This design comes from an exercise in tuning for small area, a short achievable clock period and few clock cycles on the open sky130 flow, not from production work. The RTL was checked by simulation tests, not by an equivalence proof against the original design. Power is estimated from default activity; no workload was simulated.

### flow/run.sh
#!/bin/bash
# synth_recipe.tcl (not shown) runs the flow's synth.tcl, then flattens the netlist and writes it again
# the make line also repeats each setting of config.mk as NAME=value (left out here)
make -C /OpenROAD-flow-scripts/flow DESIGN_CONFIG=/design/flow/config.mk WORK_HOME=/design/flow/orfs CLKGATE_MAP_FILE= SYNTH_SCRIPT=/design/flow/synth_recipe.tcl finish
### flow/config.mk
export PLATFORM = sky130hd
export DESIGN_NAME = jbeat_crc
export DESIGN_NICKNAME = jbeat_crc
export VERILOG_FILES = /design/flow/design.v
export SDC_FILE = /design/flow/constraint.sdc
export NUM_CORES = 4
export LEC_CHECK = 0
export CAP_MARGIN = 20
export CORE_MARGIN = 2
export CORE_UTILIZATION = 40
export PLACE_DENSITY = 0.6
export SETUP_SLACK_MARGIN = 3.5
export SLEW_MARGIN = 20
### flow/constraint.sdc
create_clock -name core_clock -period 7.0 [get_ports {clk}]
set_input_delay 1.4000 -clock core_clock [delete_from_list [all_inputs] [get_ports {clk}]]
set_output_delay 1.4000 -clock core_clock [all_outputs]
set_load 0.01 [all_outputs]
### flow/design.v
module jbeat_crc (
  input  wire        clk,
  input  wire        rst,
  input  wire        req_valid,
  input  wire        req_write,
  input  wire [3:0]  req_addr,
  input  wire [31:0] req_wdata,
  output reg         rsp_valid,
  output reg  [31:0] rsp_rdata,
  input  wire [31:0] len_src,
  input  wire [31:0] len_tgt,
  input  wire [31:0] len_pat,
  output reg         mem_en,
  output reg         mem_we,
  output reg  [1:0]  mem_sel,
  output reg  [29:0] mem_addr,
  output reg  [3:0]  mem_wstrb,
  output reg  [31:0] mem_wdata,
  input  wire [31:0] mem_rdata
);
  localparam [31:0] POLY = 32'hEDB88320;
  localparam [3:0] C_MIS_SRC = 4'd1, C_SIZE = 4'd4, C_TRUNC = 4'd5,
                   C_ILLEGAL = 4'd6, C_NOTREADY = 4'd7;
  localparam [2:0] K_CKSUM = 3'd0, K_LDEXP = 3'd1, K_STORE = 3'd2,
                   K_VERIFY = 3'd3, K_SEAL = 3'd4;
  localparam [2:0] T_CK = 3'd0, T_LD = 3'd1, T_ST = 3'd2, T_VPAT = 3'd3,
                   T_SPAT = 3'd4, T_SPW = 3'd5, T_END = 3'd7;
  localparam [1:0] E_NONE = 2'd0, E_STORE = 2'd1, E_CHECK = 2'd2, E_SIZE = 2'd3;
  function [31:0] cinit(input [2:0] r);
    case (r)
      3'd0:    cinit = 32'hFFFFFFFF;
      3'd1:    cinit = 32'hF0958FD9;
      3'd2:    cinit = 32'h9A1C9D90;
      3'd3:    cinit = 32'hA32E2681;
      default: cinit = 32'h9226F562;
    endcase
  endfunction
  function [31:0] crc_bits(input [31:0] x, input integer nb);
    integer k;
    reg [31:0] y;
    begin
      y = x;
      for (k = 0; k < nb; k = k + 1)
        y = y[0] ? ((y >> 1) ^ POLY) : (y >> 1);
      crc_bits = y;
    end
  endfunction
  function [31:0] xf_in(input [31:0] x);
    begin
      xf_in[0] = x[1] ^ x[2] ^ x[3] ^ x[12] ^ x[13] ^ x[16] ^ x[19] ^ x[23] ^ x[28] ^ x[30] ^ x[31];
      xf_in[1] = x[1] ^ x[3] ^ x[5] ^ x[6] ^ x[9] ^ x[10] ^ x[11] ^ x[13] ^ x[16] ^ x[17] ^ x[18] ^ x[20] ^ x[21] ^ x[24] ^ x[26] ^ x[28];
      xf_in[2] = x[0] ^ x[3] ^ x[4] ^ x[6] ^ x[8] ^ x[9] ^ x[10] ^ x[12] ^ x[13] ^ x[15] ^ x[16] ^ x[19] ^ x[20] ^ x[22] ^ x[26] ^ x[27];
      xf_in[3] = x[0] ^ x[2] ^ x[8] ^ x[9] ^ x[13] ^ x[15] ^ x[16] ^ x[17] ^ x[20] ^ x[21] ^ x[23] ^ x[24] ^ x[26] ^ x[31];
      xf_in[4] = x[0] ^ x[3] ^ x[5] ^ x[6] ^ x[7] ^ x[8] ^ x[11] ^ x[12] ^ x[14] ^ x[15] ^ x[16] ^ x[17] ^ x[18] ^ x[21] ^ x[31];
      xf_in[5] = x[3] ^ x[4] ^ x[7] ^ x[8] ^ x[9] ^ x[12] ^ x[17] ^ x[18] ^ x[19] ^ x[22] ^ x[24] ^ x[25] ^ x[26] ^ x[27] ^ x[28] ^ x[31];
      xf_in[6] = x[0] ^ x[1] ^ x[3] ^ x[6] ^ x[8] ^ x[9] ^ x[10] ^ x[11] ^ x[12] ^ x[14] ^ x[15] ^ x[18] ^ x[19] ^ x[20] ^ x[24] ^ x[25] ^ x[27];
      xf_in[7] = x[1] ^ x[2] ^ x[7] ^ x[10] ^ x[11] ^ x[13] ^ x[14] ^ x[15] ^ x[19] ^ x[24] ^ x[25] ^ x[26] ^ x[27] ^ x[29] ^ x[31];
      xf_in[8] = x[2] ^ x[6] ^ x[9] ^ x[10] ^ x[11] ^ x[15] ^ x[18] ^ x[19] ^ x[21] ^ x[22] ^ x[23] ^ x[25] ^ x[26] ^ x[27] ^ x[29] ^ x[31];
      xf_in[9] = x[0] ^ x[3] ^ x[7] ^ x[8] ^ x[9] ^ x[10] ^ x[11] ^ x[13] ^ x[14] ^ x[17] ^ x[18] ^ x[19] ^ x[21] ^ x[22] ^ x[24];
      xf_in[10] = x[0] ^ x[1] ^ x[2] ^ x[3] ^ x[9] ^ x[11] ^ x[12] ^ x[15] ^ x[16] ^ x[17] ^ x[18] ^ x[21] ^ x[22] ^ x[24] ^ x[25] ^ x[26] ^ x[28] ^ x[29] ^ x[30];
      xf_in[11] = x[0] ^ x[4] ^ x[5] ^ x[6] ^ x[12] ^ x[15] ^ x[19] ^ x[20] ^ x[21] ^ x[28] ^ x[29] ^ x[30] ^ x[31];
      xf_in[12] = x[0] ^ x[1] ^ x[2] ^ x[3] ^ x[4] ^ x[5] ^ x[6] ^ x[8] ^ x[13] ^ x[14] ^ x[18] ^ x[19] ^ x[20] ^ x[21] ^ x[24] ^ x[25] ^ x[26] ^ x[27] ^ x[29];
      xf_in[13] = x[0] ^ x[2] ^ x[4] ^ x[6] ^ x[9] ^ x[10] ^ x[11] ^ x[12] ^ x[13] ^ x[14] ^ x[20] ^ x[24] ^ x[28] ^ x[30] ^ x[31];
      xf_in[14] = x[2] ^ x[3] ^ x[12] ^ x[13] ^ x[15] ^ x[16] ^ x[17] ^ x[19] ^ x[21] ^ x[24] ^ x[25] ^ x[26] ^ x[27] ^ x[30] ^ x[31];
      xf_in[15] = x[1] ^ x[5] ^ x[6] ^ x[7] ^ x[10] ^ x[11] ^ x[13] ^ x[16] ^ x[19] ^ x[20] ^ x[24] ^ x[27];
      xf_in[16] = x[0] ^ x[1] ^ x[3] ^ x[6] ^ x[7] ^ x[8] ^ x[9] ^ x[10] ^ x[11] ^ x[12] ^ x[15] ^ x[22] ^ x[23] ^ x[24] ^ x[27] ^ x[28];
      xf_in[17] = x[1] ^ x[2] ^ x[4] ^ x[5] ^ x[6] ^ x[8] ^ x[11] ^ x[13] ^ x[16] ^ x[19] ^ x[20] ^ x[22] ^ x[23] ^ x[24] ^ x[25] ^ x[29] ^ x[30];
      xf_in[18] = x[0] ^ x[5] ^ x[6] ^ x[7] ^ x[8] ^ x[9] ^ x[10] ^ x[12] ^ x[15] ^ x[16] ^ x[17] ^ x[19] ^ x[21] ^ x[22] ^ x[24] ^ x[28] ^ x[29] ^ x[30];
      xf_in[19] = x[2] ^ x[3] ^ x[6] ^ x[15] ^ x[16] ^ x[20] ^ x[21] ^ x[22] ^ x[23] ^ x[29] ^ x[30] ^ x[31];
      xf_in[20] = x[0] ^ x[2] ^ x[3] ^ x[4] ^ x[5] ^ x[8] ^ x[9] ^ x[10] ^ x[11] ^ x[13] ^ x[17] ^ x[19] ^ x[23] ^ x[25] ^ x[26] ^ x[27] ^ x[28] ^ x[29];
      xf_in[21] = x[2] ^ x[3] ^ x[4] ^ x[5] ^ x[6] ^ x[7] ^ x[8] ^ x[19] ^ x[20] ^ x[22] ^ x[25] ^ x[26] ^ x[27] ^ x[30] ^ x[31];
      xf_in[22] = x[1] ^ x[5] ^ x[9] ^ x[11] ^ x[12] ^ x[13] ^ x[15] ^ x[17] ^ x[22] ^ x[23] ^ x[28] ^ x[29] ^ x[31];
      xf_in[23] = x[0] ^ x[1] ^ x[2] ^ x[5] ^ x[6] ^ x[7] ^ x[9] ^ x[10] ^ x[11] ^ x[13] ^ x[15] ^ x[18] ^ x[20] ^ x[25] ^ x[27] ^ x[28] ^ x[29];
      xf_in[24] = x[1] ^ x[3] ^ x[6] ^ x[8] ^ x[10] ^ x[11] ^ x[12] ^ x[16] ^ x[17] ^ x[18] ^ x[20] ^ x[21] ^ x[25] ^ x[26] ^ x[27] ^ x[30] ^ x[31];
      xf_in[25] = x[3] ^ x[5] ^ x[8] ^ x[9] ^ x[11] ^ x[14] ^ x[15] ^ x[21] ^ x[25] ^ x[26] ^ x[29] ^ x[30];
      xf_in[26] = x[4] ^ x[6] ^ x[7] ^ x[9] ^ x[10] ^ x[14] ^ x[16] ^ x[17] ^ x[18] ^ x[19] ^ x[20] ^ x[22] ^ x[23] ^ x[27] ^ x[28];
      xf_in[27] = x[4] ^ x[5] ^ x[9] ^ x[10] ^ x[11] ^ x[15] ^ x[17] ^ x[18] ^ x[20] ^ x[21] ^ x[23] ^ x[25] ^ x[26] ^ x[28];
      xf_in[28] = x[2] ^ x[4] ^ x[5] ^ x[6] ^ x[7] ^ x[10] ^ x[14] ^ x[15] ^ x[17] ^ x[18] ^ x[20] ^ x[23] ^ x[25] ^ x[26] ^ x[27] ^ x[28] ^ x[29];
      xf_in[29] = x[0] ^ x[2] ^ x[4] ^ x[6] ^ x[9] ^ x[10] ^ x[11] ^ x[12] ^ x[13] ^ x[14] ^ x[16] ^ x[18] ^ x[21] ^ x[24] ^ x[25] ^ x[26] ^ x[27] ^ x[31];
      xf_in[30] = x[0] ^ x[3] ^ x[6] ^ x[7] ^ x[10] ^ x[11] ^ x[12] ^ x[14] ^ x[20] ^ x[22] ^ x[23] ^ x[24] ^ x[29] ^ x[31];
      xf_in[31] = x[4] ^ x[7] ^ x[9] ^ x[10] ^ x[11] ^ x[13] ^ x[14] ^ x[15] ^ x[19] ^ x[20] ^ x[21] ^ x[23] ^ x[30];
    end
  endfunction
  function [31:0] xf_out(input [31:0] x);
    begin
      xf_out[0] = x[3] ^ x[4] ^ x[7] ^ x[10] ^ x[11] ^ x[12] ^ x[13] ^ x[15] ^ x[17] ^ x[20] ^ x[21] ^ x[23] ^ x[24] ^ x[26] ^ x[30];
      xf_out[1] = x[0] ^ x[1] ^ x[3] ^ x[4] ^ x[5] ^ x[6] ^ x[8] ^ x[9] ^ x[12] ^ x[16] ^ x[18] ^ x[19] ^ x[20] ^ x[23] ^ x[24] ^ x[25] ^ x[26] ^ x[30] ^ x[31];
      xf_out[2] = x[1] ^ x[2] ^ x[3] ^ x[4] ^ x[9] ^ x[11] ^ x[13] ^ x[15] ^ x[16] ^ x[17] ^ x[18] ^ x[19] ^ x[20] ^ x[21] ^ x[22] ^ x[23] ^ x[27] ^ x[30];
      xf_out[3] = x[1] ^ x[5] ^ x[9] ^ x[11] ^ x[16] ^ x[17] ^ x[18] ^ x[22] ^ x[24] ^ x[27] ^ x[28];
      xf_out[4] = x[3] ^ x[4] ^ x[6] ^ x[8] ^ x[9] ^ x[12] ^ x[13] ^ x[14] ^ x[16] ^ x[18] ^ x[19] ^ x[21] ^ x[22] ^ x[23] ^ x[24] ^ x[28] ^ x[30] ^ x[31];
      xf_out[5] = x[0] ^ x[2] ^ x[7] ^ x[11] ^ x[13] ^ x[17] ^ x[18] ^ x[21] ^ x[22] ^ x[23] ^ x[24] ^ x[28] ^ x[29] ^ x[30] ^ x[31];
      xf_out[6] = x[3] ^ x[7] ^ x[10] ^ x[11] ^ x[12] ^ x[13] ^ x[14] ^ x[15] ^ x[16] ^ x[18] ^ x[22] ^ x[23] ^ x[24] ^ x[25] ^ x[26] ^ x[27] ^ x[30] ^ x[31];
      xf_out[7] = x[1] ^ x[3] ^ x[6] ^ x[7] ^ x[9] ^ x[11] ^ x[13] ^ x[16] ^ x[18] ^ x[20] ^ x[21] ^ x[22] ^ x[23] ^ x[24] ^ x[26] ^ x[28] ^ x[29];
      xf_out[8] = x[2] ^ x[4] ^ x[6] ^ x[7] ^ x[8] ^ x[9] ^ x[12] ^ x[14] ^ x[16] ^ x[17] ^ x[18] ^ x[22] ^ x[26] ^ x[27] ^ x[28] ^ x[29] ^ x[30];
      xf_out[9] = x[5] ^ x[7] ^ x[9] ^ x[14] ^ x[15] ^ x[16] ^ x[17] ^ x[20] ^ x[23] ^ x[24] ^ x[25] ^ x[30];
      xf_out[10] = x[3] ^ x[5] ^ x[6] ^ x[7] ^ x[8] ^ x[9] ^ x[12] ^ x[14] ^ x[19] ^ x[20] ^ x[21] ^ x[23] ^ x[25] ^ x[26] ^ x[30];
      xf_out[11] = x[1] ^ x[2] ^ x[3] ^ x[6] ^ x[7] ^ x[8] ^ x[9] ^ x[11] ^ x[13] ^ x[16] ^ x[17] ^ x[18] ^ x[19] ^ x[22] ^ x[23] ^ x[28] ^ x[30] ^ x[31];
      xf_out[12] = x[0] ^ x[2] ^ x[3] ^ x[5] ^ x[7] ^ x[8] ^ x[10] ^ x[14] ^ x[15] ^ x[16] ^ x[17] ^ x[18] ^ x[21] ^ x[22] ^ x[23] ^ x[25] ^ x[26] ^ x[27] ^ x[31];
      xf_out[13] = x[0] ^ x[3] ^ x[8] ^ x[9] ^ x[10] ^ x[13] ^ x[14] ^ x[15] ^ x[17] ^ x[23] ^ x[24] ^ x[25] ^ x[26] ^ x[28] ^ x[29] ^ x[30] ^ x[31];
      xf_out[14] = x[1] ^ x[2] ^ x[3] ^ x[6] ^ x[8] ^ x[10] ^ x[12] ^ x[14] ^ x[17] ^ x[21] ^ x[22] ^ x[23] ^ x[25] ^ x[26] ^ x[28] ^ x[29];
      xf_out[15] = x[1] ^ x[2] ^ x[3] ^ x[4] ^ x[5] ^ x[8] ^ x[11] ^ x[12] ^ x[19] ^ x[20] ^ x[24] ^ x[25] ^ x[26] ^ x[28] ^ x[29] ^ x[30];
      xf_out[16] = x[1] ^ x[2] ^ x[3] ^ x[7] ^ x[8] ^ x[9] ^ x[10] ^ x[12] ^ x[14] ^ x[15] ^ x[18] ^ x[25] ^ x[26] ^ x[28] ^ x[29] ^ x[30];
      xf_out[17] = x[3] ^ x[4] ^ x[5] ^ x[6] ^ x[7] ^ x[13] ^ x[14] ^ x[15] ^ x[16] ^ x[17] ^ x[19] ^ x[20] ^ x[24] ^ x[25] ^ x[26] ^ x[27] ^ x[28] ^ x[29] ^ x[30];
      xf_out[18] = x[1] ^ x[4] ^ x[5] ^ x[13] ^ x[14] ^ x[18] ^ x[20] ^ x[23] ^ x[27];
      xf_out[19] = x[0] ^ x[2] ^ x[3] ^ x[8] ^ x[9] ^ x[10] ^ x[12] ^ x[13] ^ x[15] ^ x[16] ^ x[18] ^ x[19] ^ x[20] ^ x[22] ^ x[24] ^ x[28] ^ x[29] ^ x[30] ^ x[31];
      xf_out[20] = x[0] ^ x[2] ^ x[9] ^ x[10] ^ x[13] ^ x[15] ^ x[16] ^ x[17] ^ x[18] ^ x[19] ^ x[22] ^ x[25] ^ x[26] ^ x[29];
      xf_out[21] = x[4] ^ x[5] ^ x[6] ^ x[8] ^ x[9] ^ x[18] ^ x[19] ^ x[20] ^ x[22] ^ x[28] ^ x[29] ^ x[30];
      xf_out[22] = x[6] ^ x[7] ^ x[9] ^ x[10] ^ x[12] ^ x[15] ^ x[17] ^ x[18] ^ x[22] ^ x[23];
      xf_out[23] = x[1] ^ x[2] ^ x[3] ^ x[6] ^ x[9] ^ x[13] ^ x[16] ^ x[17] ^ x[19] ^ x[20] ^ x[22] ^ x[23] ^ x[28] ^ x[29];
      xf_out[24] = x[0] ^ x[1] ^ x[4] ^ x[8] ^ x[13] ^ x[14] ^ x[16] ^ x[17] ^ x[19] ^ x[23] ^ x[24] ^ x[25] ^ x[26] ^ x[28] ^ x[29] ^ x[30] ^ x[31];
      xf_out[25] = x[3] ^ x[5] ^ x[6] ^ x[10] ^ x[11] ^ x[12] ^ x[13] ^ x[14] ^ x[15] ^ x[18] ^ x[19] ^ x[20] ^ x[21] ^ x[24] ^ x[29] ^ x[30] ^ x[31];
      xf_out[26] = x[0] ^ x[2] ^ x[5] ^ x[8] ^ x[10] ^ x[14] ^ x[17] ^ x[18] ^ x[19] ^ x[20] ^ x[21] ^ x[24] ^ x[25] ^ x[26] ^ x[27] ^ x[29] ^ x[30];
      xf_out[27] = x[0] ^ x[1] ^ x[2] ^ x[8] ^ x[10] ^ x[12] ^ x[14] ^ x[15] ^ x[17] ^ x[21] ^ x[24] ^ x[25] ^ x[27] ^ x[28] ^ x[29] ^ x[30] ^ x[31];
      xf_out[28] = x[3] ^ x[4] ^ x[6] ^ x[7] ^ x[9] ^ x[10] ^ x[14] ^ x[17] ^ x[20] ^ x[21] ^ x[23] ^ x[24] ^ x[26] ^ x[27];
      xf_out[29] = x[1] ^ x[3] ^ x[9] ^ x[10] ^ x[12] ^ x[16] ^ x[17] ^ x[18] ^ x[19] ^ x[26] ^ x[27] ^ x[29] ^ x[31];
      xf_out[30] = x[1] ^ x[3] ^ x[4] ^ x[6] ^ x[11] ^ x[12] ^ x[13] ^ x[14] ^ x[16] ^ x[20] ^ x[28];
      xf_out[31] = x[1] ^ x[2] ^ x[3] ^ x[5] ^ x[7] ^ x[8] ^ x[10] ^ x[11] ^ x[13] ^ x[14] ^ x[15] ^ x[16] ^ x[21] ^ x[22] ^ x[24] ^ x[26] ^ x[30];
    end
  endfunction
  function [31:0] xf_k(input [2:0] r);
    case (r)
      3'd0: xf_k = 32'h95E27ED1;
      3'd1: xf_k = 32'hAACF4902;
      3'd2: xf_k = 32'h91CC3812;
      3'd3: xf_k = 32'h204FC84F;
      default: xf_k = 32'hF0B5FBE3;
    endcase
  endfunction
  reg [31:0] acc;
  reg [95:0] sum_q;     
  reg [95:0] exp_q;     
  reg [95:0] size_q;    
  reg        acc_v;
  reg [2:0]  sum_v, exp_v, size_v;
  reg        ok, fault;
  reg [3:0]  cause;
  wire [15:0] status = {cause, fault, ok, size_v, exp_v, sum_v, acc_v};
  wire [31:0] size_s = size_q[31:0];
  wire [31:0] size_t = size_q[63:32];
  wire [31:0] size_p = size_q[95:64];
  wire [15:0] cw    = req_wdata[15:0];
  wire [3:0]  c_op  = cw[15:12];
  wire [1:0]  c_z   = cw[11:10];
  wire [1:0]  c_b   = cw[9:8];
  wire [7:0]  c_imm = cw[7:0];
  reg       chk_fault;
  reg [3:0] chk_cause;
  always @(*) begin
    chk_fault = 1'b1;
    chk_cause = 4'd0;
    if (!(&sum_v) || !(&exp_v))                chk_cause = C_NOTREADY;
    else if (sum_q[31:0]  != exp_q[31:0])      chk_cause = C_MIS_SRC;
    else if (sum_q[63:32] != exp_q[63:32])     chk_cause = C_MIS_SRC + 4'd1;
    else if (sum_q[95:64] != exp_q[95:64])     chk_cause = C_MIS_SRC + 4'd2;
    else                                       chk_fault = 1'b0;
  end
  wire op_init   = (cw == 16'h1000);
  wire op_byte   = (cw[15:8] == 8'h20);
  wire op_final  = (cw[15:10] == 6'b001100) && (c_b != 2'd3) && (c_imm == 8'd0);
  wire op_cksum  = (cw[15:10] == 6'b010000) && (c_b != 2'd3) && (c_imm == 8'd0);
  wire op_ldexp  = (cw == 16'h5000);
  wire op_check  = (cw == 16'h6000);
  wire op_verify = (cw == 16'h7000);
  wire op_store  = (cw[15:10] == 6'b100000) && (c_b != 2'd3) && (c_imm == 8'd0);
  wire op_seal   = (cw == 16'h9000);
  wire op_clear  = (cw == 16'hF000);
  wire op_legal  = op_init | op_byte | op_final | op_cksum | op_ldexp | op_check |
                   op_verify | op_store | op_seal | op_clear;
  wire q_wr    = req_write && !fault;                  
  wire q_cmd   = q_wr && req_addr == 4'd0;             
  wire [2:0] q_size = {3{q_wr}} & {req_addr == 4'd4, req_addr == 4'd3, req_addr == 4'd2};
  wire q_ill   = q_cmd && !op_legal;
  wire q_nrdy  = q_cmd && (op_byte | op_final) && !acc_v;
  wire q_flt   = q_ill | q_nrdy | (q_cmd && op_check && chk_fault);
  wire q_init  = q_cmd && op_init;
  wire q_byte  = q_cmd && op_byte && acc_v;
  wire q_final = q_cmd && op_final && acc_v;
  wire q_chk   = q_cmd && op_check && !chk_fault;
  wire q_clr   = req_write && req_addr == 4'd0 && op_clear;
  wire q_long  = q_cmd && (op_cksum | op_ldexp | op_store | op_verify | op_seal);
  reg [31:0] rd_val;
  always @(*) begin
    case (req_addr)
      4'd1:  rd_val = {16'd0, status};
      4'd2:  rd_val = size_q[31:0];
      4'd3:  rd_val = size_q[63:32];
      4'd4:  rd_val = size_q[95:64];
      4'd5:  rd_val = acc;
      4'd6:  rd_val = sum_q[31:0];
      4'd7:  rd_val = sum_q[63:32];
      4'd8:  rd_val = sum_q[95:64];
      4'd9:  rd_val = exp_q[31:0];
      4'd10: rd_val = exp_q[63:32];
      4'd11: rd_val = exp_q[95:64];
      default: rd_val = 32'd0;
    endcase
  end
  reg [2:0] cs_s, cs_t, cs_p, cs_p4;
  function [2:0] cmp_h(input [31:0] x, input [31:0] l);
    cmp_h = {x[31:16] > l[31:16], x[31:16] == l[31:16], x[15:0] > l[15:0]};
  endfunction
  wire gt_s  = cs_s[2]  | (cs_s[1]  & cs_s[0]);
  wire gt_t  = cs_t[2]  | (cs_t[1]  & cs_t[0]);
  wire gt_p  = cs_p[2]  | (cs_p[1]  & cs_p[0]);
  wire gt_p4 = cs_p4[2] | (cs_p4[1] & cs_p4[0]);
  wire [31:0] size_pm4 = {size_q[95:66] - 30'd1, size_q[65:64]};    
  reg        busy;      
  reg        init;      
  reg        init2;     
  reg [2:0]  kind;
  reg [1:0]  kb;
  reg [1:0]  pv;        
  reg [2:0]  pc;        
  reg [2:0]  sk;        
  reg [1:0]  sb;
  reg [4:0]  nk;        
  reg        first;     
  reg [29:0] rem;       
  reg        e, adj;
  reg [1:0]  st_t;      
  reg [1:0]  wslot;     
  function [4:0] step_of(input [2:0] k, input [1:0] v, input [1:0] b, input [2:0] p);
    begin
      step_of = {T_END, 2'd0};
      case (k)
        K_CKSUM: if (p == 3'd0) step_of = {T_CK, b};
        K_LDEXP: if (p == 3'd0) step_of = {T_LD, 2'd2};
        K_STORE: if (p == 3'd0) step_of = {T_ST, b};
        K_VERIFY:
          case (v)
            2'd0: case (p)
                    3'd0: step_of = {T_CK, 2'd0};
                    3'd1: step_of = {T_CK, 2'd1};
                    3'd2: step_of = {T_VPAT, 2'd2};
                    default: ;
                  endcase
            2'd1: if (p == 3'd0) step_of = {T_LD, 2'd2};
            default: case (p)
                    3'd0: step_of = {T_LD, 2'd2};
                    3'd1: step_of = {T_CK, 2'd0};
                    default: ;
                  endcase
          endcase
        K_SEAL:
          case (v)
            2'd0: case (p)
                    3'd0: step_of = {T_CK, 2'd0};
                    3'd1: step_of = {T_CK, 2'd1};
                    3'd2: step_of = {T_SPAT, 2'd2};
                    3'd3: step_of = {T_SPW, 2'd2};
                    default: ;
                  endcase
            default: if (p == 3'd0) step_of = {T_CK, 2'd0};
          endcase
        default: ;
      endcase
    end
  endfunction
  wire [1:0] pv_new = (kind == K_VERIFY) ? (gt_s ? 2'd1 : gt_t ? 2'd2 : 2'd0) :
                      (kind == K_SEAL && gt_t) ? 2'd2 : 2'd0;
  wire [1:0] pvx = init ? pv_new : pv;
  wire [1:0] end_act =
      (kind == K_STORE)                 ? E_STORE :
      (kind == K_SEAL  && pv == 2'd0)   ? E_STORE :
      (kind == K_VERIFY && pv == 2'd0)  ? E_CHECK :
      (kind == K_VERIFY || kind == K_SEAL) ? E_SIZE : E_NONE;
  wire [2:0] npc = (init | init2) ? 3'd0 : pc + 3'd1;           
  wire [4:0] nn  = step_of(kind, pvx, kb, npc + 3'd1);  
  wire [2:0] lk  = nk[4:2];
  wire [1:0] lb  = nk[1:0];
  wire [31:0] l_size = (lb == 2'd0) ? size_s : (lb == 2'd1) ? size_t : size_p;
  wire [1:0]  l_t    = l_size[1:0];
  reg  [29:0] l_rem;
  reg         l_adj;
  always @(*) begin
    l_rem = l_size[31:2];
    l_adj = 1'b0;
    case (lk)
      T_CK:    l_adj = (lb == 2'd2);
      T_SPAT:  l_adj = 1'b1;
      T_LD:    l_rem = 30'd3;
      T_ST, T_SPW: l_rem = 30'd1;
      default: ;
    endcase
  end
  wire [29:0] s_addr = (sk == T_LD || sk == T_ST) ?
                       size_p[31:2] + {27'h7FFFFFF, (sk == T_ST) ? {1'b0, sb} - 3'd3 : 3'b101} :
                       30'd0;
  function [3:0] cflags(input [29:0] hi, input ex, input aj);
    reg [3:0] v;
    begin
      v = {1'b0, hi[2:0]} + {3'd0, ex} - {3'd0, aj};
      cflags = (hi[29:3] == 27'd0) ? {v == 4'd3, v == 4'd2, v == 4'd1, v == 4'd0} : 4'd0;
    end
  endfunction
  reg [3:0] cf_s, cf_t, cf_pm, cf_p0;
  wire      p_e = |size_p[1:0];
  reg [3:0] l_f;
  always @(*) begin
    case (lk)
      T_CK:    l_f = (lb == 2'd0) ? cf_s : (lb == 2'd1) ? cf_t : cf_pm;
      T_SPAT:  l_f = cf_pm;
      T_VPAT:  l_f = cf_p0;
      T_LD:    l_f = p_e ? 4'b0000 : 4'b1000;
      default: l_f = p_e ? 4'b0100 : 4'b0010;
    endcase
  end
  wire        r_small = (rem[29:3] == 27'd0);
  wire [3:0]  r_v     = {1'b0, rem[2:0]} + {3'd0, e} - {3'd0, adj};
  wire        r_eq4   = r_small && r_v == 4'd4;
  reg         f0, f1, f2, f3;    
  wire        tk_last = f1 | f0;
  reg        vA, vB, vD, vU, vE;
  reg        a_vb, a_zprev, a_ph, a_inj, a_ib, a_crc, a_cf, a_cl, a_exp, a_el;
  reg [1:0]  a_t, a_cb;
  reg [2:0]  a_r;
  reg        b_zprev, b_ph, b_inj, b_ib, b_crc, b_cf, b_cl, b_exp, b_el;
  reg [1:0]  b_t, b_cb;
  reg [2:0]  b_r;
  reg        d_crc, d_cf, d_cl, d_exp, d_el;
  reg [1:0]  d_cb;
  reg [2:0]  d_r;
  reg [31:0] d_q;
  reg        u_cf, u_cl;
  reg [1:0]  u_cb, e_cb;
  reg [31:0] u_q, s_q;
  reg [31:8] prev;
  function hz(input [1:0] b);
    hz = (vA && a_crc && a_cl && a_cb == b) ||
         (vB && b_crc && b_cl && b_cb == b) ||
         (vD && d_crc && d_cl && d_cb == b) ||
         (vU && u_cl && u_cb == b) || (vE && e_cb == b);
  endfunction
  reg        tk_go, tk_rd, tk_wr, tk_vb;
  reg        tk_zprev, tk_ph, tk_inj, tk_ib, tk_crc, tk_cf, tk_cl, tk_exp, tk_el;
  reg [1:0]  tk_sel;
  reg        tk_mq;     
  always @(*) begin
    tk_go = 1'b1; tk_rd = 1'b0; tk_wr = 1'b0;
    tk_zprev = 1'b0; tk_ph = 1'b0; tk_inj = 1'b0; tk_ib = 1'b0;
    tk_crc = 1'b0; tk_cf = 1'b0; tk_cl = 1'b0; tk_exp = 1'b0; tk_el = 1'b0;
    tk_sel = 2'd2; tk_mq = 1'b0;
    case (sk)
      T_CK: begin
        tk_sel = sb;
        tk_rd = !f0; tk_ph = f0;
        tk_zprev = first;
        tk_crc = 1'b1; tk_cf = first; tk_cl = tk_last;
      end
      T_LD: begin
        tk_rd = 1'b1;
        tk_exp = !(first && e); tk_el = f1;
      end
      T_VPAT: begin
        tk_rd = 1'b1;
        tk_zprev = first;
        tk_crc = !f1; tk_cf = first; tk_cl = f2;
        tk_exp = f1 | f2 | f3; tk_el = f1;
      end
      T_SPAT: begin
        tk_zprev = first;
        tk_crc = 1'b1; tk_cf = first; tk_cl = f1;
        if (f1 || f2) begin
          tk_inj = 1'b1; tk_ib = f1;
          tk_wr = 1'b1;
          tk_mq = f2 && (st_t != 2'd0);
          tk_go = !hz(f1 ? 2'd1 : 2'd0);
        end else
          tk_rd = 1'b1;
      end
      T_SPW: begin
        tk_wr = 1'b1;
        tk_go = !hz(2'd2);
      end
      T_ST: begin
        tk_wr = 1'b1;
        tk_go = !hz(sb);
      end
      default: tk_go = 1'b0;
    endcase
    tk_vb = tk_rd | tk_ph | tk_inj;
  end
  wire [31:0] w_cur = (wslot == 2'd0) ? sum_q[31:0] :
                      (wslot == 2'd1) ? sum_q[63:32] : sum_q[95:64];
  wire [31:0] w_prv = (wslot == 2'd1) ? sum_q[31:0] :
                      (wslot == 2'd2) ? sum_q[63:32] : sum_q[95:64];
  reg  [31:0] w_data;
  always @(*) begin
    case (st_t)
      2'd0: w_data = w_cur;
      2'd1: w_data = {w_cur[23:0], w_prv[31:24]};
      2'd2: w_data = {w_cur[15:0], w_prv[31:16]};
      default: w_data = {w_cur[7:0], w_prv[31:8]};
    endcase
  end
  wire [3:0] strb_first = 4'b1111 << st_t;
  wire [3:0] strb_last  = ~strb_first;
  wire [3:0] w_strb = (kind == K_SEAL) ?
                      ((wslot == 2'd0) ? strb_first : (wslot == 2'd3) ? strb_last : 4'b1111) :
                      (first ? strb_first : strb_last);
  wire [29:0] tk_addr = (first && sk != T_SPW) ? s_addr : tk_mq ? mem_addr : mem_addr + 30'd1;
  wire [31:0] b_cur = b_ph ? 32'd0 : mem_rdata;
  wire [31:8] b_prv = b_zprev ? 24'd0 : prev;
  reg  [31:0] b_al;
  always @(*) begin
    case (b_t)
      2'd0: b_al = b_cur;
      2'd1: b_al = {b_cur[7:0],  b_prv[31:8]};
      2'd2: b_al = {b_cur[15:0], b_prv[31:16]};
      default: b_al = {b_cur[23:0], b_prv[31:24]};
    endcase
  end
  wire [31:0] b_d = b_inj ? sum_q[32*b_ib +: 32] : b_al;
  wire [31:0] c_u  = xf_in(d_q) ^ (d_cf ? xf_k(d_r) : 32'd0);
  wire [31:0] s_g  = u_cf ? 32'd0 : s_q;
  wire [31:0] s_nx = ({1'b0, s_g[31:1]} ^ (s_g[0] ? POLY : 32'd0)) ^ u_q;
  wire [31:0] e_acc = xf_out(s_q);
  wire fin_ok = busy && !init && !init2 && sk == T_END &&
                !(vA && a_vb) && !vB && !vD && !vU && !(end_act == E_CHECK && vE);
  wire advance = busy && ((init && !(kind == K_VERIFY && pv_new != 2'd0)) || init2 ||
                          (!init && sk != T_END && tk_go && tk_last));
  always @(posedge clk) begin
    rsp_valid <= 1'b0;
    rsp_rdata <= rd_val;
    cf_s  <= cflags(size_s[31:2], |size_s[1:0], 1'b0);
    cf_t  <= cflags(size_t[31:2], |size_t[1:0], 1'b0);
    cf_pm <= cflags(size_p[31:2], p_e, 1'b1);
    cf_p0 <= cflags(size_p[31:2], p_e, 1'b0);
    cs_s  <= cmp_h(size_s, len_src);
    cs_t  <= cmp_h(size_t, len_tgt);
    cs_p  <= cmp_h(size_p, len_pat);
    cs_p4 <= cmp_h(size_pm4, len_pat);
    mem_wdata <= w_data;
    mem_wstrb <= w_strb;
    if (rst) begin
      busy   <= 1'b0;
      init   <= 1'b0;
      init2  <= 1'b0;
      acc_v  <= 1'b0;
      sum_v  <= 3'd0;
      exp_v  <= 3'd0;
      size_v <= 3'd0;
      ok     <= 1'b0;
      fault  <= 1'b0;
      cause  <= 4'd0;
      vA <= 1'b0; vB <= 1'b0; vD <= 1'b0; vU <= 1'b0; vE <= 1'b0;
      mem_en <= 1'b0;
      mem_we <= 1'b0;
    end else begin
      vD    <= vB;
      d_crc <= b_crc; d_cf <= b_cf; d_cl <= b_cl; d_cb <= b_cb;
      d_exp <= b_exp; d_el <= b_el; d_r <= b_r;
      if (vB) begin
        d_q  <= b_d;
        prev <= b_cur[31:8];
      end
      vB <= vA && a_vb;
      b_zprev <= a_zprev; b_ph <= a_ph; b_inj <= a_inj; b_ib <= a_ib;
      b_crc <= a_crc; b_cf <= a_cf; b_cl <= a_cl; b_exp <= a_exp; b_el <= a_el;
      b_t <= a_t; b_cb <= a_cb; b_r <= a_r;
      vU   <= vD && d_crc;
      u_cf <= d_cf; u_cl <= d_cl; u_cb <= d_cb;
      if (vD) u_q <= c_u;
      vE   <= vU && u_cl;
      e_cb <= u_cb;
      if (vU) s_q <= s_nx;
      if (vE) begin
        acc <= e_acc;
        sum_q[32*e_cb +: 32] <= ~e_acc;
        sum_v[e_cb] <= 1'b1;
        acc_v <= 1'b1;
        ok    <= 1'b0;
      end
      if (vD && d_exp) begin
        exp_q <= {d_q, exp_q[95:32]};
        if (d_el) begin
          exp_v <= 3'b111;
          ok    <= 1'b0;
        end
      end
      vA     <= 1'b0;
      mem_en <= 1'b0;
      mem_we <= 1'b0;
      if (advance) begin
        init2 <= 1'b0;
        pc    <= npc;
        sk    <= lk;
        sb    <= lb;
        nk    <= nn;
        first <= 1'b1;
        rem   <= l_rem;
        adj   <= l_adj;
        {f3, f2, f1, f0} <= l_f;
        e     <= |l_t;
        st_t  <= l_t;
        if (lk == T_ST) wslot <= lb;
        else if (lk == T_SPAT) wslot <= 2'd0;
      end
      if (busy) begin
        if (init) begin
          init <= 1'b0;
          pv   <= pv_new;
          if (kind == K_VERIFY && pv_new != 2'd0) begin
            nk    <= {T_LD, 2'd2};
            init2 <= 1'b1;
          end
          case (kind)
            K_CKSUM: begin
              if (!size_v[kb]) begin
                fault <= 1'b1; cause <= C_NOTREADY; ok <= 1'b0;
                busy <= 1'b0; rsp_valid <= 1'b1;
              end else if (kb == 2'd2 && size_p < 32'd4) begin
                fault <= 1'b1; cause <= C_TRUNC; ok <= 1'b0;
                busy <= 1'b0; rsp_valid <= 1'b1;
              end else if (kb == 2'd2 ? gt_p4 : kb == 2'd1 ? gt_t : gt_s) begin
                fault <= 1'b1; cause <= (kb == 2'd2) ? C_TRUNC : C_SIZE; ok <= 1'b0;
                busy <= 1'b0; rsp_valid <= 1'b1;
              end
            end
            K_LDEXP, K_STORE: begin
              if (!size_v[2] || (kind == K_STORE && !sum_v[kb])) begin
                fault <= 1'b1; cause <= C_NOTREADY; ok <= 1'b0;
                busy <= 1'b0; rsp_valid <= 1'b1;
              end else if (size_p < 32'd12 || gt_p) begin
                fault <= 1'b1; cause <= C_TRUNC; ok <= 1'b0;
                busy <= 1'b0; rsp_valid <= 1'b1;
              end
            end
            default: begin                             
              if (!(&size_v)) begin
                fault <= 1'b1; cause <= C_NOTREADY; ok <= 1'b0;
                busy <= 1'b0; rsp_valid <= 1'b1;
              end else if (size_p < 32'd12 || gt_p) begin
                fault <= 1'b1; cause <= C_TRUNC; ok <= 1'b0;
                busy <= 1'b0; rsp_valid <= 1'b1;
              end else if (kind == K_SEAL && gt_s) begin
                fault <= 1'b1; cause <= C_SIZE; ok <= 1'b0;
                busy <= 1'b0; rsp_valid <= 1'b1;
              end
            end
          endcase
        end else if (init2) begin
          ;
        end else if (sk != T_END) begin
          if (tk_go) begin
            vA <= 1'b1;
            a_vb <= tk_vb;
            a_zprev <= tk_zprev; a_ph <= tk_ph; a_inj <= tk_inj; a_ib <= tk_ib;
            a_crc <= tk_crc; a_cf <= tk_cf; a_cl <= tk_cl; a_exp <= tk_exp; a_el <= tk_el;
            a_t  <= st_t; a_cb <= sb;
            a_r  <= f0 ? 3'd4 : {1'b0, 2'd0 - st_t};
            mem_en   <= tk_rd | tk_wr;
            mem_we   <= tk_wr;
            mem_sel  <= tk_sel;
            mem_addr <= tk_addr;
            if (!tk_last) begin
              first <= 1'b0;
              if (e) e <= 1'b0;
              else   rem <= rem - 30'd1;
              f0 <= 1'b0; f1 <= f2; f2 <= f3; f3 <= r_eq4;
            end
            if (tk_wr) wslot <= wslot + 2'd1;
          end
        end else if (fin_ok) begin
          busy <= 1'b0;
          rsp_valid <= 1'b1;
          case (end_act)
            E_STORE: begin
              exp_v <= 3'd0; ok <= 1'b0;
              if (kind == K_STORE && kb != 2'd2) sum_v[2] <= 1'b0;
            end
            E_CHECK: begin
              if (chk_fault) begin
                fault <= 1'b1; cause <= chk_cause; ok <= 1'b0;
              end else
                ok <= 1'b1;
            end
            E_SIZE: begin
              fault <= 1'b1; cause <= C_SIZE; ok <= 1'b0;
            end
            default: ;
          endcase
        end
      end else if (req_valid) begin
        rsp_valid <= !q_long;
        if (q_size[0]) begin size_q[31:0]  <= req_wdata; size_v[0] <= 1'b1; sum_v[0] <= 1'b0; end
        if (q_size[1]) begin size_q[63:32] <= req_wdata; size_v[1] <= 1'b1; sum_v[1] <= 1'b0; end
        if (q_size[2]) begin size_q[95:64] <= req_wdata; size_v[2] <= 1'b1; sum_v[2] <= 1'b0; exp_v <= 3'd0; end
        if (|q_size) ok <= 1'b0;
        if (q_flt) begin
          fault <= 1'b1; ok <= 1'b0;
          cause <= q_ill ? C_ILLEGAL : q_nrdy ? C_NOTREADY : chk_cause;
        end
        if (q_init) begin acc <= 32'hFFFFFFFF; acc_v <= 1'b1; end
        if (q_byte) acc <= crc_bits(acc ^ {24'd0, c_imm}, 8);
        if (q_final) begin
          if (c_b == 2'd0) sum_q[31:0]  <= ~acc;
          if (c_b == 2'd1) sum_q[63:32] <= ~acc;
          if (c_b == 2'd2) sum_q[95:64] <= ~acc;
          sum_v[c_b] <= 1'b1;
          ok <= 1'b0;
        end
        if (q_chk) ok <= 1'b1;
        if (q_clr) begin
          acc_v <= 1'b0; sum_v <= 3'd0; exp_v <= 3'd0; size_v <= 3'd0;
          ok <= 1'b0; fault <= 1'b0; cause <= 4'd0;
        end
        if (q_long) begin
          busy <= 1'b1;
          init <= 1'b1;
          pc   <= 3'd0;
          kind <= op_cksum ? K_CKSUM : op_ldexp ? K_LDEXP : op_store ? K_STORE :
                  op_verify ? K_VERIFY : K_SEAL;
          kb   <= c_b;
          nk   <= op_cksum ? {T_CK, c_b} : op_ldexp ? {T_LD, 2'd2} :
                  op_store ? {T_ST, c_b} : {T_CK, 2'd0};
        end
      end
    end
  end
endmodule
==> impl_results.md, run 1 <==
- Hold depth: 0
- Yosys warnings: 1
- Largest net degree at the start of global routing: 73
- Slew Viols, Final: 0
- Clock latency (worst-skew pair): approximately 0.67 ns
- Drt drc: 0
- Sequential area share after synthesis: 0.440
- Outcome: no timing/DRC/antenna violations
- Post-synthesis register bit count: 702
- Syn_area_per_cell: 10.2 µm²
- Die ar.: 115000 µm²
- Vias: 38600
- Hold Path Sink: d_exp
- RD Place Congestion: between 1 and 1.5
- Slew HR: 0.172
- Clock power share: 0.436
- CTS Hold Bufs: 0
- Max cap viols: 0
- Clock Skew: 0.0361 ns
- CTS root buffer: clkbuf_16
- Iter 0 DRT Violations: 5212
- Syn_nets: 4739
- # setup viols final: 0
- Tot GR Track Use: 0.312
- Wire length per cell: about 30 µm
- Worst-margin pin slew: 1.23 ns
- Pint: ~0.0078 W
- Min Tclk post-route: 3.47 ns
- Sink Count: between 700 and 800
- Max VDD drop: 171 µV
- CP startpoint kind: input pin
- Synth unique cells: just over 80
- Reg clk slew, reported paths: ~0.060 ns
- PwrDens: approximately 200 nW/µm²
- Psw: around 0.0027 W
- DP HPWL: 138 mm
- WL final: between 150 and 200 mm
- Worst EP arrival: 3.76 ns
- Setup_tns: 0 ns
- DRT Pass-1 Iters: 7
- Fin cells: 6163
- Share of cells above drive strength 1: 0.0893
- Max H-tree Level: 3
- Mapped cell area: 45100 µm²
- # placed instances: roughly 5900
- Worst setup margin: 3.53 ns
- FP Rows: 123
- Mean number of vias per cell: 6.26
- CTS tree: done
- Worst hold path class: flip-flop to flip-flop
- Reg power frac: 0.460
- Reg2reg path depth: 10
- Die Y-Extent: between 300 and 400 µm
- Vias in the first global route: 35500
- Reg2reg start: sb[0]
- Grt total ovfl: 0
- Net Sw Frac: 0.258
- Final period util: 0.496
- Ranking of synthesized cells by area: edfxtp_1 39%, xnor2_1 11%, dfxtp_1 5.4%
- Required time of the critical path: 7.29 ns
- Post-synth top flop: edfxtp_1
- Element type at the critical path end: flip-flop
- Worst flop-to-flop path endpoint: rem[18]
- Power share of the combinational group: 0.105
- Core area: 112000 µm²
- Largest area contributor in the netlist: edfxtp_1
- Kind of critical path: input pin to flip-flop
- Post-synth ARST share: 0
- CP max FO: a little over 70
- Setup WS pre-CTS: roughly 1.9 ns
- Fin nets: 4923
- Post-synth EDFFs: 580
- First-pass GRT wire length: 263 mm
- Register-to-register setup slack: 3.57 ns
- Synth Instances: 4407
- CTS buffer count: 84
- Top Ports: 271
- DIE WIDTH: 340 µm
- Most frequent cell after synthesis: xnor2_1
- Starting Density: 0.402
- Synth top cells by count: 591 x xnor2_1, 580 x edfxtp_1, 326 x a21oi_1
- Buffers on Ports: 270
- Clk buf depth: 3
- Unrepaired setup endpoints after global routing: true
- Leakage dissipation: 18.5 nW
- Post-DRT Antenna Nets: 0
- Fmax: 288 MHz
- Hold Fails Final Rpt: 0
- Min-delay src: b_exp
- Synth-to-Final Area Change: 17.8%
- Share of the synthesized area in the top cell type: 0.386
- Initial antenna violation count: 16
[power groups by stage]
stage               sequential, W  combinational, W  clock [W]
floorplan                 0.00479          0.000615          0
global placement          0.00488           0.00103          0
detailed placement        0.00488           0.00104          0
CTS                       0.00479           0.00105    0.00458
global route              0.00480           0.00116    0.00474
finish                    0.00480           0.00109    0.00455
[how the worst max path moves through the flow]
stage / start / to / slack (ns)
2_1_floorplan: rst / exp_q[0] / 1.07
3_3_place_gp: req_wdata[3] / sum_q[59] / 1.97
3_5_place_dp: req_wdata[3] / sum_q[60] / 1.93
4_1_cts: req_addr[3] / size_q[55] / 3.21
5_1_grt: sb[0] / rem[18] / 3.45
6_report: rst / acc[22] / 3.53
[state kept, by name (all words and copies together), names as in the netlist, 4 cells and up]
register,flops
s_q,32
cf_pm,4
cf_s,4
nk,5
sum_q,96
u_q,32
cf_t,4
d_q,32
rem,30
prev,24
mem_wstrb,4
cf_p0,4
rsp_rdata,32
size_q,96
exp_q,96
acc,32
mem_wdata,32
mem_addr,30
[logic make-up (layout without fill, tap and decap cells)]
family | Yosys count | in the layout | share of synthesized area
AOI/OAI and AO/OA | 1096 | 1097 | 0.164
and+or+nand+nor | 1002 | 1003 | 0.113
other | 0 | 4 | 0
buffers and inverters | 458 | 708 | 0.0386
adders and majority gates | 164 | 164 | 0.0458
muxes | 183 | 183 | 0.0432
xor gates and xnor gates | 802 | 802 | 0.156
DFF | 702 | 702 | 0.440
[placed cells by master, fill, tap and decap left out, types with 32 or more instances in the layout]
master and n:
xor2_1 210, a22oi_1 80, clkdlybuf4s50_1 255, o22ai_1 49, o21ai_0 150, a221oi_1 152
a22o_1 59, nor4_1 44, xnor2_1 589, a211oi_1 35, nor2b_1 55, a21oi_1 323
a21o_1 32, nand2_1 207, nand4_1 66, a31oi_1 41, nand2b_1 43, dfxtp_1 121
mux2i_1 161, nor2_1 272, ha_1 157, o21a_1 43, nand3_1 53, clkbuf_16 86
nor3_1 44, inv_1 148, edfxtp_1 580, buf_4 114
[through the flow]
stage | power [W] | instance area, µm² | hold slack, ns | utilization
2_1_floorplan | 0.00541 | 45100 | 0.400 | -
3_3_place_gp | 0.00591 | 49200 | 0.401 | 0.438
3_5_place_dp | 0.00592 | 49200 | 0.405 | 0.438
4_1_cts | 0.0104 | 52500 | 0.417 | 0.468
5_1_grt | 0.0107 | 53100 | 0.434 | 0.473
6_report | 0.0104 | 53100 | 0.419 | 0.473
[what timing repair did]
action,4_1_cts,5_1_grt
endpoints found under the hold margin,0,0
buffers inserted,28,32
gates cloned,3,1
resized for setup,59,85
pin swaps,8,22
setup endpoints to repair,453,297
[critical path, stage by stage]
cell and delay, ns:
clkdlybuf4s50_1 0.45, buf_4 0.26, clkinvlp_4 0.20, buf_4 0.19
buf_6 0.57, buf_6 0.56
[routing by layer]
metal  vias up  global-route usage  wire, µm
met5         -                   0        95
met2      2612               0.460     78600
met3       459              0.0774     21900
met1     18800               0.426     75000
met4        16               0.157     11300
li1      16700                   -         -
[cell type report]
cell class | instances | area (µm²)
sequential | 702 | 19900
clock buffer | 104 | 2260
clock inverter | 50 | 547
timing repair buffer | 402 | 3870
fill | 10400 | 59100
inverter | 152 | 578
antenna | 4 | 10.0
tap | 1500 | 1880
multi-input combinational | 3249 | 24100
Testbench counts, summed over its fixed seeds: cycles 60,293.
==> inputs of run 2 (changes only) <==
--- a/flow/design.v
+++ b/flow/design.v
@@ -126,6 +126,46 @@
       default: xf_k = 32'hF0B5FBE3;
     endcase
   endfunction
+  function [29:0] add30(input [29:0] a, input [29:0] b);
+    reg [29:0] g, p, gg, pp;
+    integer i, d;
+    begin
+      g = a & b; p = a ^ b; gg = g; pp = p;
+      for (d = 1; d < 30; d = d * 2)
+        for (i = 29; i >= d; i = i - 1) begin
+          gg[i] = gg[i] | (pp[i] & gg[i-d]);
+          pp[i] = pp[i] & pp[i-d];
+        end
+      add30 = p ^ {gg[28:0], 1'b0};
+    end
+  endfunction
+  function [29:0] inc30(input [29:0] a);
+    integer i;
+    begin
+      for (i = 0; i < 30; i = i + 1)
+        inc30[i] = a[i] ^ ((i == 0) ? 1'b1 : &(a | ~((30'd1 << i) - 30'd1)));
+    end
+  endfunction
+  function [29:0] dec30(input [29:0] a);
+    integer i;
+    begin
+      for (i = 0; i < 30; i = i + 1)
+        dec30[i] = a[i] ^ ((i == 0) ? 1'b1 : ~|(a & ((30'd1 << i) - 30'd1)));
+    end
+  endfunction
+  function gt32(input [31:0] a, input [31:0] b);
+    reg [31:0] g, e;
+    integer i, w;
+    begin
+      g = a & ~b; e = ~(a ^ b);
+      for (w = 1; w < 32; w = w * 2)
+        for (i = 0; i < 32; i = i + 2 * w) begin
+          g[i] = g[i + w] | (e[i + w] & g[i]);
+          e[i] = e[i + w] & e[i];
+        end
+      gt32 = g[0];
+    end
+  endfunction
   reg [31:0] acc;
   reg [95:0] sum_q;     
   reg [95:0] exp_q;     
@@ -195,15 +235,26 @@
       default: rd_val = 32'd0;
     endcase
   end
-  reg [2:0] cs_s, cs_t, cs_p, cs_p4;
-  function [2:0] cmp_h(input [31:0] x, input [31:0] l);
-    cmp_h = {x[31:16] > l[31:16], x[31:16] == l[31:16], x[15:0] > l[15:0]};
+  reg gt_s, gt_t, gt_p, gt_p4;
+  function gt_m4(input [31:0] a, input [31:0] l);
+    reg [31:0] nl, s3, c3, y, g, p;
+    integer i, w;
+    begin
+      nl = ~l;
+      s3 = a ^ nl ^ 32'hFFFFFFFC;
+      c3 = (a & nl) | (a & 32'hFFFFFFFC) | (nl & 32'hFFFFFFFC);
+      y  = {c3[30:0], 1'b0};
+      g  = s3 & y; p = s3 | y;
+      for (w = 1; w < 32; w = w * 2)
+        for (i = 0; i < 32; i = i + 2 * w) begin
+          g[i] = g[i + w] | (p[i + w] & g[i]);
+          p[i] = p[i + w] & p[i];
+        end
+      gt_m4 = c3[31] & g[0];
+    end
   endfunction
-  wire gt_s  = cs_s[2]  | (cs_s[1]  & cs_s[0]);
-  wire gt_t  = cs_t[2]  | (cs_t[1]  & cs_t[0]);
-  wire gt_p  = cs_p[2]  | (cs_p[1]  & cs_p[0]);
-  wire gt_p4 = cs_p4[2] | (cs_p4[1] & cs_p4[0]);
-  wire [31:0] size_pm4 = {size_q[95:66] - 30'd1, size_q[65:64]};    
+  wire p_lt4  = (size_q[95:66] == 30'd0);
+  wire p_lt12 = (size_q[95:68] == 28'd0) && (size_q[67:66] != 2'b11);
   reg        busy;      
   reg        init;      
   reg        init2;     
@@ -283,9 +334,7 @@
       default: ;
     endcase
   end
-  wire [29:0] s_addr = (sk == T_LD || sk == T_ST) ?
-                       size_p[31:2] + {27'h7FFFFFF, (sk == T_ST) ? {1'b0, sb} - 3'd3 : 3'b101} :
-                       30'd0;
+  wire [29:0] l_addr_m1 = add30(size_p[31:2], {27'h7FFFFFF, (lk != T_ST) ? 3'b100 : (lb == 2'd0) ? 3'b100 : (lb == 2'd1) ? 3'b101 : 3'b110});
   function [3:0] cflags(input [29:0] hi, input ex, input aj);
     reg [3:0] v;
     begin
@@ -325,11 +374,9 @@
   reg [1:0]  u_cb, e_cb;
   reg [31:0] u_q, s_q;
   reg [31:8] prev;
+  reg [2:0] pend;
   function hz(input [1:0] b);
-    hz = (vA && a_crc && a_cl && a_cb == b) ||
-         (vB && b_crc && b_cl && b_cb == b) ||
-         (vD && d_crc && d_cl && d_cb == b) ||
-         (vU && u_cl && u_cb == b) || (vE && e_cb == b);
+    hz = pend[b];
   endfunction
   reg        tk_go, tk_rd, tk_wr, tk_vb;
   reg        tk_zprev, tk_ph, tk_inj, tk_ib, tk_crc, tk_cf, tk_cl, tk_exp, tk_el;
@@ -398,7 +445,8 @@
   wire [3:0] w_strb = (kind == K_SEAL) ?
                       ((wslot == 2'd0) ? strb_first : (wslot == 2'd3) ? strb_last : 4'b1111) :
                       (first ? strb_first : strb_last);
-  wire [29:0] tk_addr = (first && sk != T_SPW) ? s_addr : tk_mq ? mem_addr : mem_addr + 30'd1;
+  wire [29:0] tk_addr = (first && (sk == T_CK || sk == T_VPAT || sk == T_SPAT)) ? 30'd0 :
+                        tk_mq ? mem_addr : inc30(mem_addr);
   wire [31:0] b_cur = b_ph ? 32'd0 : mem_rdata;
   wire [31:8] b_prv = b_zprev ? 24'd0 : prev;
   reg  [31:0] b_al;
@@ -426,10 +474,10 @@
     cf_t  <= cflags(size_t[31:2], |size_t[1:0], 1'b0);
     cf_pm <= cflags(size_p[31:2], p_e, 1'b1);
     cf_p0 <= cflags(size_p[31:2], p_e, 1'b0);
-    cs_s  <= cmp_h(size_s, len_src);
-    cs_t  <= cmp_h(size_t, len_tgt);
-    cs_p  <= cmp_h(size_p, len_pat);
-    cs_p4 <= cmp_h(size_pm4, len_pat);
+    gt_s  <= gt32(size_s, len_src);
+    gt_t  <= gt32(size_t, len_tgt);
+    gt_p  <= gt32(size_p, len_pat);
+    gt_p4 <= gt_m4(size_p, len_pat);
     mem_wdata <= w_data;
     mem_wstrb <= w_strb;
     if (rst) begin
@@ -444,6 +492,7 @@
       fault  <= 1'b0;
       cause  <= 4'd0;
       vA <= 1'b0; vB <= 1'b0; vD <= 1'b0; vU <= 1'b0; vE <= 1'b0;
+      pend <= 3'd0;
       mem_en <= 1'b0;
       mem_we <= 1'b0;
     end else begin
@@ -462,6 +511,7 @@
       u_cf <= d_cf; u_cl <= d_cl; u_cb <= d_cb;
       if (vD) u_q <= c_u;
       vE   <= vU && u_cl;
+      if (vE) pend[e_cb] <= 1'b0;
       e_cb <= u_cb;
       if (vU) s_q <= s_nx;
       if (vE) begin
@@ -493,6 +543,7 @@
         {f3, f2, f1, f0} <= l_f;
         e     <= |l_t;
         st_t  <= l_t;
+        if (lk == T_LD || lk == T_ST) mem_addr <= l_addr_m1;
         if (lk == T_ST) wslot <= lb;
         else if (lk == T_SPAT) wslot <= 2'd0;
       end
@@ -509,7 +560,7 @@
               if (!size_v[kb]) begin
                 fault <= 1'b1; cause <= C_NOTREADY; ok <= 1'b0;
                 busy <= 1'b0; rsp_valid <= 1'b1;
-              end else if (kb == 2'd2 && size_p < 32'd4) begin
+              end else if (kb == 2'd2 && p_lt4) begin
                 fault <= 1'b1; cause <= C_TRUNC; ok <= 1'b0;
                 busy <= 1'b0; rsp_valid <= 1'b1;
               end else if (kb == 2'd2 ? gt_p4 : kb == 2'd1 ? gt_t : gt_s) begin
@@ -521,7 +572,7 @@
               if (!size_v[2] || (kind == K_STORE && !sum_v[kb])) begin
                 fault <= 1'b1; cause <= C_NOTREADY; ok <= 1'b0;
                 busy <= 1'b0; rsp_valid <= 1'b1;
-              end else if (size_p < 32'd12 || gt_p) begin
+              end else if (p_lt12 || gt_p) begin
                 fault <= 1'b1; cause <= C_TRUNC; ok <= 1'b0;
                 busy <= 1'b0; rsp_valid <= 1'b1;
               end
@@ -530,7 +581,7 @@
               if (!(&size_v)) begin
                 fault <= 1'b1; cause <= C_NOTREADY; ok <= 1'b0;
                 busy <= 1'b0; rsp_valid <= 1'b1;
-              end else if (size_p < 32'd12 || gt_p) begin
+              end else if (p_lt12 || gt_p) begin
                 fault <= 1'b1; cause <= C_TRUNC; ok <= 1'b0;
                 busy <= 1'b0; rsp_valid <= 1'b1;
               end else if (kind == K_SEAL && gt_s) begin
@@ -556,10 +607,11 @@
             if (!tk_last) begin
               first <= 1'b0;
               if (e) e <= 1'b0;
-              else   rem <= rem - 30'd1;
+              else   rem <= dec30(rem);
               f0 <= 1'b0; f1 <= f2; f2 <= f3; f3 <= r_eq4;
             end
             if (tk_wr) wslot <= wslot + 2'd1;
+            if (tk_crc && tk_cl) pend[sb] <= 1'b1;
           end
         end else if (fin_ok) begin
           busy <= 1'b0;
--- a/flow/config.mk
+++ b/flow/config.mk
@@ -9,5 +9,5 @@
 export CORE_MARGIN = 2
 export CORE_UTILIZATION = 40
 export PLACE_DENSITY = 0.6
-export SETUP_SLACK_MARGIN = 3.5
+export SETUP_SLACK_MARGIN = 4.0
 export SLEW_MARGIN = 20
==> run 2 against run 1 <==
Still clean. Count of clock-buffer cells in the layout rose by 2. Combinational power rose by 14%. Setup slack improved by 0.39 ns. Clock power rose by 3%. Critical path depth rose by 7. Sequential share of layout area fell by 1.3 points. Critical path type unchanged. Critical endpoint is now sum_q[17]. Largest cell class unchanged. Largest power group unchanged. Highest routed layer unchanged.
==> impl_results.md, run 2 <==
- Hold Path Sink: u_cb[1] (was d_exp)
- Required time of the critical path: 7.39 ns (was 7.29 ns)
- Yosys warnings: 1 (unchanged)
- Element type at the critical path end: flip-flop (unchanged)
- Largest area contributor in the netlist: edfxtp_1 (unchanged)
- CTS root buffer: clkbuf_16 (unchanged)
- Min Tclk post-route: 3.09 ns (was 3.47 ns)
- Die ar.: 115000 µm² (about the same)
- Share of cells above drive strength 1: 0.142 (was 0.0893)
- Worst flop-to-flop path endpoint: mem_wdata[18] (was rem[18])
- Ranking of synthesized cells by area: edfxtp_1 39%, xnor2_1 9.4%, dfxtp_1 5.2% (was edfxtp_1 39%, xnor2_1 11%, dfxtp_1 5.4%)
- Starting Density: 0.405 (was 0.402)
- Clock Skew: 0.0367 ns (was 0.0361 ns)
- Unrepaired setup endpoints after global routing: true (unchanged)
- Initial antenna violation count: 10 (was 16)
- Synth-to-Final Area Change: 21.9% (was 17.8%)
- Max cap viols: 0 (unchanged)
- Max VDD drop: 164 µV (was 171 µV)
- Grt total ovfl: 0 (unchanged)
- Post-synth top flop: edfxtp_1 (unchanged)
- Kind of critical path: input pin to flip-flop (unchanged)
- WHS: 0.417 ns (was 0.419 ns)
- PnR Total Power: 0.0107 W (was 0.0104 W)
- Kind of cell adding the most delay to the critical path: simple AND/OR/NAND/NOR gates (was buffers and inverters)
- Synth Area in Simple Gates: 0.113 (about the same)
- Worst hold path class: flip-flop to flip-flop (unchanged)
- Reg clk slew, reported paths: 0.06 ns (about the same)
- Hold Fails Final Rpt: 0 (unchanged)
- Hold depth: 0 (unchanged)
- Largest stage delay, worst path: 0.41 ns (was 0.57 ns)
- FP Rows: 122 (was 123)
- Worst EP arrival: 3.48 ns (was 3.76 ns)
- Core area: 111000 µm² (was 112000 µm²)
- Drt drc: 0 (unchanged)
- Largest registers: exp_q (96), size_q (96), sum_q (96) (unchanged)
- Fillers: 10200 (was 10400)
- CP Cell Sequence: buf_12 -> inv_12 -> ha_4 -> or3b_4 -> or2_4 -> nor2_4 -> and3_4 -> buf_12 -> nand3_4 -> buf_12 -> buf_16 -> nand2_2 -> o21ai_1 (was clkdlybuf4s50_1 -> buf_4 -> clkinvlp_4 -> buf_4 -> buf_6 -> buf_6)
- Share of the synthesized area in the top cell type: 0.388 (was 0.386)
- Mapped cell area: 44900 µm² (was 45100 µm²)
- Post-DRT Antenna Nets: 0 (unchanged)
- PwrDens: 196 nW/µm² (was 197 nW/µm²)
- Net Sw Frac: 0.262 (was 0.258)
- Fin nets: 5034 (was 4923)
- Syn_nets: 4764 (was 4739)
- Top Ports: 271 (unchanged)
- Post-synthesis register bit count: 697 (was 702)
- Commonest non-fill, non-tap cell in the layout: edfxtp_1 (was xnor2_1)
- Clk buf depth: 3 (unchanged)
- Psw: 0.00281 W (was 0.00269 W)
- Vias: 38700 (was 38600)
- DRT Pass-1 Iters: 9 (was 7)
- Iter 0 DRT Violations: 5354 (was 5212)
- Compound-cell area share of the yosys netlist: 0.174 (was 0.164)
- Synth unique cells: 96 (was 82)
- Setup WS pre-CTS: 2.14 ns (was 1.93 ns)
- CP max FO: 8 (was 72)
- DIE WIDTH: 339 µm (was 340 µm)
- Largest family of logic cells by synthesized area: compound AO/OA/AOI/OAI gates (unchanged)
- Worst-margin pin slew: 1.06 ns (was 1.23 ns)
- Register-to-register setup slack: 3.98 ns (was 3.57 ns)
- CTS Hold Bufs: 0 (unchanged)
- Most frequent cells in the layout: 580 x edfxtp_1, 471 x xnor2_1, 301 x nand2_1, 260 x nor2_1, 234 x xor2_1 (was 589 x xnor2_1, 580 x edfxtp_1, 323 x a21oi_1, 272 x nor2_1, 255 x clkdlybuf4s50_1)
- Slew Viols, Final: 0 (unchanged)
- Synth Area in XOR/XNOR: 0.149 (was 0.156)
- Vias in the first global route: 35400 (was 35500)
- Post-synth EDFFs: 580 (unchanged)
- Post-synthesis mux area share: 0.0376 (was 0.0432)
- # setup viols final: 0 (unchanged)
- Tot GR Track Use: 0.314 (was 0.312)
- Synth Instances: 4434 (was 4407)
- Final period util: 0.441 (was 0.496)
- Reg2reg start: wslot[1] (was sb[0])
- Clock latency (worst-skew pair): 0.68 ns (was 0.67 ns)
- Reg power frac: 0.448 (was 0.460)
- Synth Area in Adders: 0.0461 (was 0.0458)
- Leakage dissipation: 20.1 nW (was 18.5 nW)
- Largest net degree at the start of global routing: 137 (was 73)
- Synth top cells by count: 580 x edfxtp_1, 483 x xnor2_1, 342 x nand2_1 (was 591 x xnor2_1, 580 x edfxtp_1, 326 x a21oi_1)
- WL final: 192 mm (was 187 mm)
- Fmax: 324 MHz (was 288 MHz)
- Post-synth ARST share: 0 (unchanged)
- Sequential area share after synthesis: 0.440 (about the same)
- Die Y-Extent: 339 µm (was 340 µm)
- Reg2reg path depth: 7 (was 10)
- Buffers on Ports: 270 (unchanged)
- Power share of the combinational group: 0.116 (was 0.105)
- RD Place Congestion: 1.00 (was 1.03)
- WP buf/inv: 5 (was 6)
- First-pass GRT wire length: 263 mm (about the same)
- CTS buffer count: 83 (was 84)
- Clock power share: 0.437 (was 0.436)
- Mean number of vias per cell: 6.18 (was 6.26)
- Syn_area_per_cell: 10.1 µm² (was 10.2 µm²)
- CP startpoint kind: input pin (unchanged)
- Pint: 0.00790 W (was 0.00776 W)
- CTS tree: done (unchanged)
- Min-delay src: d_cb[1] (was b_exp)
- Most frequent cell after synthesis: edfxtp_1 (was xnor2_1)
- Sink Count: 697 (was 702)
- Slew HR: 0.270 (was 0.172)
- DP HPWL: 137 mm (was 138 mm)
- Most frequent CP cell: buf_12
- Max H-tree Level: 3 (unchanged)
- Critical-path top delay cell: or3b_4 (was buf_6)
- Setup_tns: 0 ns (unchanged)
- Worst setup margin: 3.91 ns (was 3.53 ns)
- Outcome: no timing/DRC/antenna violations (unchanged)
- Wire length per cell: 30.6 µm (was 30.3 µm)
run 2: changes by cell type in the layout (fill, tap and decap cells not counted), sizes merged, moves of 35 or more:
cell,previous run,this run
xnor2,591,496
a22o,59,158
buf,130,202
o22ai,49,14
nand2,214,342
clkdlybuf4s50,255,181
o21ai,159,300
a221oi,152,72
a21oi,327,251
dlygate4sd2,2,60
run 2: through the flow:
step | std cells | util | instance area, µm²
final | 6267 | 0.493 | 54700
after global routing | 6265 | 0.493 | 54700
after CTS | 6200 | 0.480 | 53300
after detailed placement | 5975 | 0.442 | 49000
after global placement | 5975 | 0.442 | 49000
after floorplan | 4434 | - | 45200
run 2: cell families after synthesis:
kind of cell / Yosys count
XOR/XNOR: 740
buffers and inverters: 458
adder cells (fa/ha/maj): 165
multiplexers: 157
flip-flops: 697
AND/OR/NAND/NOR: 1054
AO/OA/AOI/OAI: 1163
run 2: worst max-delay path by stage:
stage | start | end | slack, ns | depth (start not counted)
6_report | req_addr[3] | sum_q[17] | 3.91 | 13
5_1_grt | nk[2] | mem_addr[27] | 3.90 | 13
4_1_cts | len_pat[19] | gt_p4 | 4.00 | 11
3_5_place_dp | req_addr[3] | sum_q[75] | 2.14 | 10
3_3_place_gp | req_addr[3] | sum_q[82] | 2.14 | 10
2_1_floorplan | rst | sum_v[0] | 1.78 | 4
run 2: worst reg2reg max path, cell delays in order, from the launching register on:
cell	delay (ns)
edfxtp_1	0.44
inv_1	0.14
ha_4	0.27
buf_6	0.54
mux2i_1	0.16
o21ai_0	0.71
a222oi_1	0.27
a21oi_1	0.37
run 2: final cells by class:
class                      instances  area, µm²  area share
antenna                            4       10.0    0.000183
clock buffer                     106       2320      0.0424
clock inverter                    50        602      0.0110
inverter                         176        688      0.0126
multi-input combinational       3286      24900       0.455
sequential                       697      19800       0.361
tap                             1488       1860      0.0340
timing repair buffer             460       4560      0.0833
run 2: routing by layer:
metal / global-route usage / up-vias / share of wire
li1: - / 16800 / -
met1: 0.430 / 19000 / 0.40
met2: 0.471 / 2481 / 0.43
met3: 0.0741 / 424 / 0.11
met4: 0.139 / 12 / 0.054
met5: 0.00792 / - / 0.00097
run 2: power groups by stage:
stage | logic, W | clock network, W | registers [W]
floorplan | 0.000660 | 0 | 0.00479
global placement | 0.00112 | 0 | 0.00487
detailed placement | 0.00113 | 0 | 0.00487
CTS | 0.00116 | 0.00470 | 0.00478
global route | 0.00132 | 0.00486 | 0.00479
finish | 0.00124 | 0.00467 | 0.00479
run 2: timing repair:
| item | CTS | global route |
|---|---|---|
| endpoints found under the hold margin | 0 | 0 |
| resized for setup | 299 | 250 |
| setup buffers | 57 | 50 |
| gates cloned | 12 | 13 |
| endpoints found under the setup margin | 469 | 249 |
| pin swaps | 42 | 60 |
Testbench counts of run 2, summed over its fixed seeds: cycles 60,293.

## what the ideal ports hide
How much do the figures lean on ideal ports? The routed layouts below were timed once more, with nothing changed but the port constraints.
Step 1: set_driving_cell puts a clkbuf_16 on clk and a buf_2 on each other input, an assumption about the parent block.
Step 2, shift: input delay + t, output delay - t, t = (earliest + latest rising clock arrival at the registers) / 2. This alone moves slack from input paths to output paths.
a / b / c = ideal ports / drivers / drivers and shift; a / b = the first two.
run | t (ns) | setup slack, ns | pins driven straight from the clock port
run 1 | 0.734 | 3.529 / 3.540 / 2.806 | 1
run 2 | 0.736 | 3.915 / 3.894 / 3.158 | 1
After both steps every run listed still meets setup and hold. The setup slack of run 2, which loses most, moves by -0.021 ns with the drivers and by -0.757 ns with both steps.
